Source: an optimization exercise on an open RTL-to-GDS flow (aim: small area). Production flows keep margins and buffers that such runs may drop. Function was checked by simulation only, so behaviour that the tests miss may differ from the original. Power is estimated from default activity; no workload was simulated.

File: design/flow/config.mk
export PLATFORM = sky130hd
export DESIGN_NAME = cm0_dbgctl
export DESIGN_NICKNAME = cm0_dbgctl
export VERILOG_FILES = /design/flow/design.v
export SDC_FILE = /design/flow/constraint.sdc
export NUM_CORES = 4
export LEC_CHECK = 0
export CAP_MARGIN = 20
export CORE_MARGIN = 2
export CORE_UTILIZATION = 40
export SLEW_MARGIN = 20
File: design/flow/constraint.sdc
create_clock -name core_clock -period 6.0 [get_ports {clk}]
set_input_delay 1.2000 -clock core_clock [delete_from_list [all_inputs] [get_ports {clk}]]
set_output_delay 1.2000 -clock core_clock [all_outputs]
set_load 0.01 [all_outputs]
File: design/flow/design.v
module cm0_dbgctl #(
    parameter integer P_POLL_LIMIT = 100
) (
    input  wire        clk,
    input  wire        rst,            
    input  wire        cmd_valid,
    output wire        cmd_ready,
    input  wire [31:0] cmd_word,
    input  wire [31:0] cmd_arg,
    output wire        resp_valid,
    output wire [2:0]  resp_status,
    output wire [31:0] resp_data,
    output wire [7:0]  resp_err,
    output wire        bus_req,
    output wire        bus_we,
    output wire [31:0] bus_addr,
    output wire [31:0] bus_wdata,
    input  wire        bus_ack,
    input  wire [31:0] bus_rdata,
    input  wire        bus_err,
    input  wire [7:0]  bus_err_code
);
    localparam [2:0] ST_OK          = 3'd0;
    localparam [2:0] ST_TIMEOUT     = 3'd1;
    localparam [2:0] ST_TRANSPORT   = 3'd2;
    localparam [2:0] ST_UNSUPPORTED = 3'd3;
    localparam [2:0] ST_ILLEGAL     = 3'd4;
    localparam [3:0] Q_A   = 4'd0;    
    localparam [3:0] Q_B   = 4'd1;    
    localparam [3:0] Q_C   = 4'd2;    
    localparam [3:0] Q_CW  = 4'd3;    
    localparam [3:0] Q_DR  = 4'd4;    
    localparam [3:0] Q_DW  = 4'd5;    
    localparam [3:0] Q_DE  = 4'd6;    
    localparam [3:0] Q_E   = 4'd7;    
    localparam [3:0] Q_F   = 4'd8;    
    localparam [3:0] Q_G   = 4'd9;    
    localparam [3:0] Q_H   = 4'd10;   
    localparam [6:0] L_LAST = 7'b1001011;
    reg        busy;
    reg        rv;
    reg [31:0] R;
    reg [7:0]  E;
    reg [2:0]  S;
    wire [3:0] st = {E[7], S};
    assign cmd_ready   = ~busy;
    assign resp_valid  = rv;
    assign resp_status = S;
    assign resp_data   = R;
    assign resp_err    = E;
    wire g  = !(st == Q_G || st == Q_H);
    wire a2 = (st == Q_C || st == Q_CW);
    wire a3 = (st == Q_E || st == Q_F || (st == Q_H && R[31]));
    assign bus_req   = busy;
    assign bus_we    = (st == Q_A || st == Q_C || st == Q_CW || st == Q_F || st == Q_H);
    assign bus_addr  = {16'hE000, g, g, 1'b1, 1'b0, g, g, 1'b0, g, {4{g}}, a3, a2, 2'b00};
    assign bus_wdata = (st == Q_CW) ? {15'd0, 1'b1, 11'd0, E[4:0]} : R;
    wire is_poll_b = (st == Q_B);
    wire is_poll   = is_poll_b || st == Q_DR || st == Q_DW || st == Q_DE;
    wire pbit      = is_poll_b ? bus_rdata[17] : bus_rdata[16];
    wire last      = (E[6:0] == L_LAST);
    wire [6:0] lfsr_n = {E[5:0], ~(E[6] ^ E[5])};
    wire [31:0] c = cmd_word;
    wire rd_ok  = (c[31:9] == 23'd0);
    wire z4     = (c[31:4] == 28'd0);
    reg        a_imm;
    reg [2:0]  a_stat;
    reg [3:0]  a_st;
    reg [31:0] a_R;
    reg [4:0]  a_E;
    always @(*) begin
        a_imm  = 1'b1;
        a_stat = ST_ILLEGAL;
        a_st   = Q_A;
        a_R    = 32'd0;
        a_E    = 5'd0;
        case (c[3:0])
            4'h1: if (rd_ok) begin a_imm = 1'b0; a_st = Q_C;  a_R = {27'd0, c[8:4]}; end
            4'h2: if (rd_ok) begin a_imm = 1'b0; a_st = Q_CW; a_R = cmd_arg; a_E = c[8:4]; end
            4'h3: if (z4) begin a_imm = 1'b0; a_st = Q_A; a_R = 32'hA05F_0003; end
            4'h4: if (z4) begin a_imm = 1'b0; a_st = Q_A; a_R = 32'hA05F_0000; end
            4'h5: if (z4) begin a_imm = 1'b0; a_st = Q_A; a_R = 32'hA05F_000D; end
            4'h6: if (z4) begin a_imm = 1'b0; a_st = Q_B; end
            4'h7: if (z4) begin a_imm = 1'b0; a_st = Q_G; end
            4'h8: if (c[31:13] == 19'd0 && c[11:4] == 8'd0) begin
                      a_imm = 1'b0; a_st = Q_H; a_R = {30'd0, 1'b1, c[12]};
                  end
            4'h9: if (z4) begin a_imm = 1'b0; a_st = Q_H;
                                a_R = 32'hC000_0001 | (cmd_arg & 32'h1FFF_FFFC); end
            4'hA, 4'hB: if (z4) a_stat = ST_UNSUPPORTED;
            4'hC: if (c[31:19] == 13'd0 && c[15:4] == 12'd0) begin
                      a_stat = ST_OK;
                      case (c[18:16])
                          3'd0: a_R = 32'd0;
                          3'd1: a_R = 32'd1;
                          3'd2: a_R = 32'd2;
                          3'd3: a_R = 32'd3;
                          3'd4: a_R = 32'd9;
                          3'd5: a_R = 32'd15;
                          3'd6: a_R = 32'd14;
                          default: a_R = 32'd13;
                      endcase
                  end
            default: ;
        endcase
    end
    reg        n_busy, n_rv;
    reg [31:0] n_R;
    reg [7:0]  n_E;
    reg [2:0]  n_S;
    task automatic go(input [3:0] q);
        begin
            n_S = q[2:0];
            n_E = {q[3], 7'd0};
        end
    endtask
    task automatic fin(input [2:0] s);
        begin
            n_busy = 1'b0;
            n_rv   = 1'b1;
            n_S    = s;
            n_E    = 8'd0;
        end
    endtask
    always @(*) begin
        n_busy = busy;
        n_rv   = rv;
        n_R    = R;
        n_E    = E;
        n_S    = S;
        if (!busy) begin
            if (cmd_valid) begin
                n_busy = !a_imm;
                n_rv   = a_imm;
                n_R    = a_R;
                if (a_imm) begin
                    n_S = a_stat;
                    n_E = 8'd0;
                end else begin
                    n_S = a_st[2:0];
                    n_E = {a_st[3], 2'd0, a_E};
                end
            end
        end else if (bus_ack) begin
            if (bus_err) begin
                fin(ST_TRANSPORT);
                n_R = 32'd0;
                n_E = bus_err_code;
            end else if (is_poll && !pbit) begin
                if (last) begin
                    fin(ST_TIMEOUT);
                    n_R = 32'd0;
                end else begin
                    n_E = {E[7], lfsr_n};
                end
            end else begin
                case (st)
                    Q_A: if (!R[0]) begin
                             fin(ST_OK);
                             n_R = 32'd0;
                         end else begin
                             go(R[2] ? Q_B : Q_C);
                             n_R = 32'h0000_000F;
                         end
                    Q_B: if (R[0]) go(Q_C);
                         else fin(ST_OK);
                    Q_C:  go(Q_DR);
                    Q_CW: go(Q_DW);
                    Q_DR: go(Q_E);
                    Q_DW: go(Q_F);
                    Q_DE: fin(ST_OK);
                    Q_E: begin
                             fin(ST_OK);
                             n_R = bus_rdata;
                         end
                    Q_F: begin
                             go(Q_DE);
                             n_R = 32'd0;
                         end
                    Q_G: begin
                             go(Q_DE);
                             n_R = {28'd0, bus_rdata[7:4]};
                         end
                    default: begin      
                             go(Q_B);
                             n_R = 32'd0;
                         end
                endcase
            end
        end
    end
    always @(posedge clk) begin
        if (rst) begin
            busy <= 1'b0;
            rv   <= 1'b0;
        end else begin
            busy <= n_busy;
            rv   <= n_rv;
        end
        R <= n_R;
        E <= n_E;
        S <= n_S;
    end
endmodule
File: design/flow/run.sh
#!/bin/bash
# synth_recipe.tcl (not shown) runs the flow's synth.tcl, then flattens the netlist and writes it again
# the make line also repeats each setting of config.mk as NAME=value (left out here)
make -C /OpenROAD-flow-scripts/flow DESIGN_CONFIG=/design/flow/config.mk WORK_HOME=/design/flow/orfs CLKGATE_MAP_FILE= SYNTH_SCRIPT=/design/flow/synth_recipe.tcl finish
==> results of run 1 <==
==> worst max-delay path, cell delays in order (launching register included) <==
cell and delay, ns:
edfxtp_1 0.64, nor2_1 0.27, and3_1 0.70, buf_4 0.32, mux2_2 0.35, clkdlybuf4s50_1 0.47
==> layer usage <==
| metal | wire (um) | track usage | vias to the layer above | part of all wire |
|---|---|---|---|---|
| met3 | 903 | 0.0324 | 16 | 0.077 |
| met5 | 0 | 0 | - | 0 |
| met4 | 195 | 0.0630 | 0 | 0.017 |
| li1 | - | - | 1678 | - |
| met2 | 5720 | 0.398 | 182 | 0.49 |
| met1 | 4870 | 0.314 | 1642 | 0.42 |
==> Yosys cell counts (all sizes together), types with 3 or more instances <==
library cell	number	area, sq um
nor4	10	98.8
mux2	5	56.3
o21ai	8	40.0
a31oi	4	25.0
a32o	5	50.1
a21oi	20	104
edfxtp	43	1290
nand3	8	40.0
nor2	13	48.8
nor3	7	35.0
a211o	4	36.3
or2	5	33.8
nor2b	31	194
and3	9	56.3
nor3b	3	22.5
buf	42	329
or3	7	43.8
a211oi	6	45.0
inv	6	22.5
a21o	4	30.0
a221o	10	101
clkbuf	18	71.3
o22ai	3	18.8
nand2b	13	81.3
and2	4	25.0
a22o	20	175
nand2	22	82.6
nand3b	5	37.5
==> cell families (layout without fill, tap and decap cells) <==
kind of cell	after synthesis	count (layout)	synth area share
compound gates	100	100	0.218
simple gates	147	147	0.256
xor+xnor	3	3	0.00750
mux	5	5	0.0161
buf+inv	66	214	0.121
other cells	2	21	0.00214
flops	45	45	0.380
==> metrics by stage <==
stage / power (uW) / hold slack (ns) / area, sq um
global placement: 549 / 0.524 / 5330
CTS: 746 / 0.548 / 5420
floorplan: 436 / 0.531 / 3580
global route: 770 / 0.578 / 5430
detailed placement: 549 / 0.536 / 5330
finish: 743 / 0.537 / 5430
==> report_power, final <==
group,switching [uW],internal [uW]
Sequential,11.3,354
Combinational,69.3,109
Clock,115,84.2
Total,196,547
==> state kept, by name, summed over array words and instances, names as in the netlist <==
| register | count |
|---|---|
| R | 32 |
| busy | 1 |
| S | 3 |
| E | 8 |
| rv | 1 |
==> area by class of cell <==
class	instances	share of cell area
multi-input combinational	276	0.340
tap	108	0.0249
timing repair buffer	200	0.368
clock buffer	5	0.0127
sequential	45	0.245
inverter	6	0.00415
clock inverter	3	0.00461
==> worst min path at each step <==
| stage | to | slack, ns |
|---|---|---|
| after global placement | rv | 0.52 |
| final | rv | 0.54 |
| after global routing | rv | 0.58 |
| after floorplan | rv | 0.53 |
| after CTS | rv | 0.55 |
| after detailed placement | rv | 0.54 |
==> results.yml, run 1 <==
place:
  dp_cells: 635
  place_ws_ns: 1.72
  place_congestion: 0.920
  portBuffers: 198
  hpwlAfterDp_um: 9220
sta:
  slew_headroom: 0.294
  rsz0062_at_grt: "false"
  period_share: 0.709
  drv_slew: 0
  hold_violations: 0
  period_minus_slack_ns: 4.25
  tightest_slew_ns: 1.06
  setup_tns_ns: 0
  fmax_mhz: 235
  clock_skew_ns: 0.0114
  finalSetupViolations: 0
  finalWorstSetupSlack_ns: 1.75
layout:
  layoutNonFillerInstCount: 643
  areaGrowthSynthToFinish_pct: 54.7
  drive_gt1_frac: 0.0561
  final_cell_mix: "clkdlybuf4s50_1 (198), edfxtp_1 (43), nor2b_1 (31), nand2_1 (22), conb_1 (21)"
  nNetsFinal: 643
  antenna_cells: 0
  regArea_sq_um: 1330
  fill_cells: 730
  multiInputGateArea_sq_um: 1850
  fin_util: 0.631
  mostFrequentLayoutCell: "clkdlybuf4s50_1"
setup_path:
  worstPathRequired_ns: 4.80
  crit_type: "flip-flop to primary output"
  critPathCaptureType: "primary output"
  r2r_slack_ns: 2.99
  worstPathArrival_ns: 3.05
  worstPathMaxFanout: 20
  crit_path_end: "bus_wdata[4]"
  crit_start: "E[7]"
  cp-start-kind: "flip-flop"
  reg2reg_from: "S[0]"
  rr_worst_depth: 5
  r2r-end: "R[4]"
detailed_routing:
  avgViaCountPerCell: 5.47
  drt_wl_total_um: 11700
  ant_nets: 0
  remaining_drc_errors: 0
  first_iter_violations: 210
  wl_per_cell_um: 18.2
  vias: 3518
  dr.pass1.iters: 4
cts:
  root_buffer: "clkbuf_8"
  cts_tree: "yes"
  post-cts-setup-buffers: 0
  hold_buffers: 0
  ctsResizeCount: 0
  clk_latency_ns: 0.31
  cts_sinks: 45
  clk_pin_slew_ns: 0.08
  htreeDepth: 2
  numCtsBuffers: 5
  clk_path_buf_depth: 2
floorplanning:
  rows: 34
  die_area_sq_um: 9530
  die_h_um: 97.6
  initial_core_util: 0.408
  coreArea_sq_um: 8590
  ios: 220
  die_x_um: 97.6
synth:
  ys_types: 64
  synth.cell_area_sq_um: 3510
  async_reset_ff_frac: 0
  yosys_warnings: 1
  ys.flop_type: "edfxtp_1"
  avgSynthCellArea_sq_um: 9.53
  synth_edf_count: 43
  ys_ff_latch: 45
  seq_area_frac_synth: 0.380
  synthCells: 368
grt:
  grt_pass1_wl_um: 17900
  antenna_found_initial: 0
  track_usage: 0.234
  grt_start_max_net_pins: 32
  grt-ovfl-total: 0
  grt_pass1_vias: 3338
power:
  p_leak_uw: 0.00198
  peakVddDrop_mv: 0.0848
  p_per_area_nw_per_um2: 137
min_path:
  hold_depth: 2
  hold_path.class: "flip-flop to flip-flop"
  min_from: "rv"
job:
  max_cap_violations: 0
outcome:
  status: "no timing/DRC/antenna violations"
==> run 2: changes to the inputs <==
==> design/flow/flow/run.sh (new file) <==
#!/bin/bash
# Standard ORFS layout; only the port buffers use the smallest buffer cell.
set -euo pipefail
export BUFFER_PORTS_ARGS="-buffer_cell sky130_fd_sc_hd__buf_1"
bash standard.sh > orfs_make.log 2>&1
==> design/flow/standard.sh (new file) <==
#!/bin/bash
# synth_recipe.tcl (not shown) runs the flow's synth.tcl, then flattens the netlist and writes it again
# the make line also repeats each setting of config.mk as NAME=value (left out here)
make -C /OpenROAD-flow-scripts/flow DESIGN_CONFIG=/design/flow/config.mk WORK_HOME=/design/flow/orfs CLKGATE_MAP_FILE= SYNTH_SCRIPT=/design/flow/synth_recipe.tcl "${@:-finish}"
removed: design/flow/run.sh
==> results.yml, run 2 <==
outcome:
  status: "no timing/DRC/antenna violations"
setup_path:
  reg2reg_from: "S[0]"
  worstPathMaxFanout: 27
  crit_start: "cmd_word[12]"
  critPathCaptureType: "flip-flop"
  cp-start-kind: "primary input"
  worstPathArrival_ns: 3.83
  crit_type: "primary input to flip-flop"
  worstPathRequired_ns: 6.16
synth:
  synth.cell_area_sq_um: 3510
  synth.area.top_cells: "edfxtp_1 (37%), buf_4 (6.9%), nor2b_1 (5.5%)"
  ys_types: 64
  async_reset_ff_frac: 0
  avgSynthCellArea_sq_um: 9.53
  seq_area_frac_synth: 0.380
  yosys_warnings: 1
  synth_edf_count: 43
  synth_common_cells: "edfxtp_1 (43), buf_4 (32), nor2b_1 (31), nand2_1 (22), a22o_1 (20)"
  synth.most_common_cell: "edfxtp_1"
  synthCells: 368
  ys.flop_type: "edfxtp_1"
  netlist.top_cell.by_area: "edfxtp_1"
  synth_top_area_share: 0.368
  ys_ff_latch: 45
job:
  max_cap_violations: 0
layout:
  nNetsFinal: 643
  largest_reg_flops: 32
  antenna_cells: 0
  final_cell_mix: "buf_1 (198), edfxtp_1 (43), nor2b_1 (31), nand2_1 (22), conb_1 (21)"
  drive_gt1_frac: 0.0561
  regArea_sq_um: 1330
  multiInputGateArea_sq_um: 1850
  fin_util: 0.490
  max_flop_register: "R"
  areaGrowthSynthToFinish_pct: 20.0
  mostFrequentLayoutCell: "buf_1"
  reg_top3: "R x32, E x8, S x3"
  fill_cells: 862
  stdcell_area_sq_um: 4210
cts:
  clk_latency_ns: 0.30
  post-cts-setup-buffers: 0
  root_buffer: "clkbuf_8"
  cts_tree: "yes"
  clk_path_buf_depth: 2
  clk_pin_slew_ns: 0.09
  ctsResizeCount: 0
  htreeDepth: 2
  numCtsBuffers: 5
  hold_buffers: 0
  cts_sinks: 45
sta:
  setup_tns_ns: 0
  drv_slew: 0
  period_share: 0.611
  period_minus_slack_ns: 3.67
  clock_skew_ns: 0.00619
  hold_violations: 0
  tightest_slew_ns: 1.09
  finalWorstSetupSlack_ns: 2.33
  whs_ns: 0.538
  finalSetupViolations: 0
  slew_headroom: 0.273
  fmax_mhz: 273
  rsz0062_at_grt: "false"
detailed_routing:
  avgViaCountPerCell: 5.36
  first_iter_violations: 237
  dr.pass1.iters: 4
  wl_per_cell_um: 16.4
  remaining_drc_errors: 0
  ant_nets: 0
  vias: 3446
  drt_wl_total_um: 10500
grt:
  track_usage: 0.209
  grt.met1_usage: 0.292
  grt_use_met3: 0.0353
  grt-ovfl-total: 0
  top_usage_layer: "met2"
  use_met2: 0.338
  grt_pass1_vias: 3045
  grt_pass1_wl_um: 16100
  antenna_found_initial: 0
  grt_start_max_net_pins: 32
place:
  portBuffers: 198
  place_ws_ns: 2.11
  dpl_cell_area_sq_um: 4080
  hpwlAfterDp_um: 8120
  place_congestion: 0.956
power:
  peakVddDrop_mv: 0.0867
  p_leak_uw: 0.00146
  p_per_area_nw_per_um2: 159
floorplanning:
  ios: 220
  initial_core_util: 0.408
  die_area_sq_um: 9530
  coreArea_sq_um: 8590
  rows: 34
  die_h_um: 97.6
  die_x_um: 97.6
min_path:
  hold_path.class: "flip-flop to flip-flop"
  min_from: "rv"
[run 2: logic make-up after synthesis]
logic type                after synthesis  synth area share
and+or+nand+nor                       147             0.256
AOI/OAI and AO/OA                     100             0.218
buffers and inverters                  66             0.121
DFF                                    45             0.380
muxes                                   5            0.0161
xor gates and xnor gates                3           0.00750
other                                   2           0.00214
[run 2: metal layers]
metal / wire [um] / part of all wire
met2: 5050 / 0.48
met5: 0 / 0
met1: 4580 / 0.44
met3: 763 / 0.073
met4: 119 / 0.011
[run 2: critical path, cell delays in order]
cell and delay, ns:
buf_1 0.16, nor4_1 0.68, and3_1 0.32, and2_1 0.26, and3_1 0.92, a221o_1 0.28
[run 2: final timing paths]
check / end / slack (ns) / cells past startpoint
worst min-delay path: rv / 0.54 / 2
worst max-delay path: R[20] / 2.33 / 6
worst min register to register: rv / 0.54 / 2
worst max register to register: R[29] / 2.92 / 5
[run 2: final cells by class]
| class | instances | area share |
|---|---|---|
| clock buffer | 5 | 0.0164 |
| multi-input combinational | 276 | 0.439 |
| inverter | 6 | 0.00535 |
| tap | 108 | 0.0321 |
| sequential | 45 | 0.316 |
| timing repair buffer | 200 | 0.185 |
| clock inverter | 3 | 0.00595 |
[run 2: power by group]
group / switching [uW] / leakage [uW] / internal (uW)
clock network: 110 / 0.0000447 / 84.2
registers: 10.7 / 0.000457 / 353
logic: 68.1 / 0.000954 / 42.3
total: 188 / 0.00146 / 480
[run 2: through the flow]
step	std cells	power (uW)
2_1_floorplan	387	436
3_5_place_dp	634	479
3_3_place_gp	634	479
6_report	643	668
4_1_cts	642	671
5_1_grt	643	696

## re-timing with driven ports
The flow's constraints put no driver on any port. The routed layouts listed below were extracted and timed again, unchanged, in two steps. Step 1, drivers: a clkbuf_16 drives clk and a buf_2 each remaining input, both assumed. Step 2 adds t to the input delays and takes it off the output delays; t is the mean of the earliest and latest rising clock arrival at the registers after step 1. Input paths then give back, and output paths get back, about the clock's delay inside the block. Three values: ideal ports, drivers, drivers and shift; two values: the first two.
| run | t (ns) | setup slack, ns | worst hold slack (ns) |
|---|---|---|---|
| run 1 | 0.329 | 1.747 / 1.718 / 1.711 | 0.537 / 0.537 / 0.537 |
| run 2 | 0.323 | 2.335 / 2.345 / 2.022 | 0.538 / 0.538 / 0.538 |
After both steps every run listed still meets setup and hold. For run 2, which loses most, drivers alone change the setup slack by +0.010 ns; drivers and shift together by -0.313 ns.
